What follows belongs to an exercise in optimizing a design on an open flow for small area, a short achievable clock period and few clock cycles per item; a production flow would make more cautious choices.
Power and IR drop assume default switching activity.

== lane 1 ==
// yce_block_conv
module yce_block_conv (
    input  wire         clk,
    input  wire         rst,             
    input  wire         in_valid,
    output wire         in_ready,
    input  wire         in_fmt,          
    input  wire         in_chroma,       
    input  wire [511:0] in_data,
    output reg          out_valid,
    input  wire         out_ready,
    output reg          out_chroma,
    output reg  [127:0] out_y,
    output reg  [63:0]  out_u,
    output reg  [63:0]  out_v
);
    reg         s_valid;
    reg         s_chroma;
    reg [383:0] s_px;                    
    reg         not_full;
    wire out_en = !out_valid || out_ready;
    wire s_en   = not_full || out_ready;       
    assign in_ready = s_en;
    wire [383:0] in_px;
    genvar n;
    generate
        for (n = 0; n < 16; n = n + 1) begin : g_in
            assign in_px[24*n +: 24] = in_fmt ? in_data[32*n +: 24] : in_data[24*n +: 24];
        end
    endgenerate
    wire s_valid_n   = s_en ? in_valid : s_valid;
    wire out_valid_n = out_en ? s_valid : out_valid;
    always @(posedge clk) begin
        if (rst) begin
            s_valid  <= 1'b0;
            not_full <= 1'b1;
        end else begin
            s_valid  <= s_valid_n;
            not_full <= !(s_valid_n && out_valid_n);
        end
        if (s_en) begin
            s_chroma <= in_chroma;
            s_px     <= in_px;
        end
    end
    wire [127:0] y_bytes;
    wire [63:0]  u_bytes;
    wire [63:0]  v_bytes;
    generate
        for (n = 0; n < 16; n = n + 1) begin : g_px
            wire [7:0] pb = s_px[24*n +: 8];
            wire [7:0] pg = s_px[24*n + 8 +: 8];
            wire [7:0] pr = s_px[24*n + 16 +: 8];
            wire [7:0] yb;
            wire y_s1, y_c2;
            yce_fa u_y_s1 (.a(pr[1]), .b(pr[6]), .c(pg[0]), .s(y_s1), .co(y_c2));
            wire y_s3, y_c4;
            yce_ha u_y_s3 (.a(pr[3]), .b(pg[4]), .s(y_s3), .co(y_c4));
  ...
Size: ~650 flip-flops, about 780 I/O pins, roughly 61,000 um^2 of cells after synthesis.
Settings: LEC_CHECK=0, CAP_MARGIN=20, CORE_MARGIN=2, CORE_UTILIZATION=40, SLEW_MARGIN=20, SYNTH_HIERARCHICAL=1; clock period 10.0 ns.
standard.sh (not shown) runs the stock make flow with config.mk's settings and CLKGATE_MAP_FILE= SYNTH_SCRIPT=/design/flow/synth_recipe.tcl, a recipe that flattens the netlist after the stock synthesis.
==> flow/flow/run.sh <==
#!/bin/bash
# The standard layout (the standard.sh: standard synthesis, floorplan,
# placement, CTS, routing) with two changes to how it is made:
#  * timing repair aims for 5.7 ns of setup slack at the design's 10 ns
#    clock (a 4.3 ns period, which is what the design can reach) instead of
#    only 0 ns;
#  * the buffers that the flow puts on every input and output port are
#    sky130_fd_sc_hd__buf_1 instead of the cell buffer_ports picks by itself
#    (clkdlybuf4s50_1); repair may resize them as for any other cell.
# Each tool's output is in standard_flow.log and in orfs/logs/.
set -euo pipefail
bash standard.sh SETUP_SLACK_MARGIN=5.7 "BUFFER_PORTS_ARGS=-buffer_cell sky130_fd_sc_hd__buf_1" finish > standard_flow.log 2>&1
[inputs] lane 2 vs lane 1
-- flow/design.v --
<<< lane 1, line 25
    reg         s_chroma;
    reg [383:0] s_px;                    
    reg         not_full;
    wire out_en = !out_valid || out_ready;
    wire s_en   = not_full || out_ready;       
    assign in_ready = s_en;
    wire [383:0] in_px;
>>> lane 2, line 25
    reg         s_chroma;
    reg [383:0] s_px;                    
    wire out_en = !out_valid || out_ready;
    wire s_en   = !s_valid || out_en;
    assign in_ready = s_en;
    wire [383:0] in_px;
<<< lane 1, line 36
        end
    endgenerate
    wire s_valid_n   = s_en ? in_valid : s_valid;
    wire out_valid_n = out_en ? s_valid : out_valid;
    always @(posedge clk) begin
        if (rst) begin
            s_valid  <= 1'b0;
            not_full <= 1'b1;
        end else begin
            s_valid  <= s_valid_n;
            not_full <= !(s_valid_n && out_valid_n);
        end
        if (s_en) begin
>>> lane 2, line 35
        end
    endgenerate
    always @(posedge clk) begin
        if (rst) begin
            s_valid <= 1'b0;
        end else if (s_en) begin
            s_valid <= in_valid;
        end
        if (s_en) begin
[summary]
- In lane 2, the core utilization came out 0.21 points above the value in lane 1.
- Largest net degree at the start of global routing up 1.4% in lane 2 wrt lane 1
- Diff lane 1..lane 2 | number of gates on the worst path with buffers counted | unchanged
- Taking lane 1 as the reference point, the fraction of standard cell area in multi-input logic of lane 2 falls by 0.71 points.
- Lane 2 and lane 1 ended up with nearly the same routed length per placed instance.
- Comparing lane 1 with lane 2, the complex-gate fraction of the synthesized area came out essentially unchanged.
- Compared with lane 1, lane 2 shows a higher worst slew margin relative to its limit.
- Between lane 2 and lane 1, the number of buffers inserted by port buffering does not differ in any meaningful way.
- Lane 2 gives less summed instance area of the synthesized netlist than lane 1 did.
- The post-layout total power in lane 2 sits about 4% below the value recorded for lane 1.
- Compared lane 1 against lane 2; share of synthesized area spent on multiplexers within noise.
- Delta (lane 2 minus lane 1): gate count after technology mapping dropped about 0.7%; final critical-path required period went up 0.031 ns.
No run of this note included a check of the RTL's function; only the layout flow was run.

-- separate check: timing with driven ports --
The flow's constraints put no driver on any port. The routed layouts listed below were extracted and timed again, unchanged, in two steps. Step 1 assumes that a clkbuf_16 drives the clock port and a buf_2 every other input. Step 2 moves the port delays by t, midway between the first and last clock arrival at a register: inputs arrive t later, outputs are due t later. That takes back most of the time a late clock gives input paths. Three values: ideal ports, drivers, drivers and shift; two values: the first two.
| run | t (ns) | setup slack, ns | latest minus earliest clock arrival (ns) | cell pins on the clock port's net |
|---|---|---|---|---|
| lane 1 | 0.778 | 5.461 / 5.418 / 5.216 | 0.041 / 0.042 | 1 |
| lane 2 | 0.760 | 5.430 / 5.387 / 5.154 | 0.027 / 0.027 | 1 |
After both steps every run listed still meets setup and hold. For lane 2, which loses most, drivers alone change the setup slack by -0.043 ns; drivers and shift together by -0.276 ns.
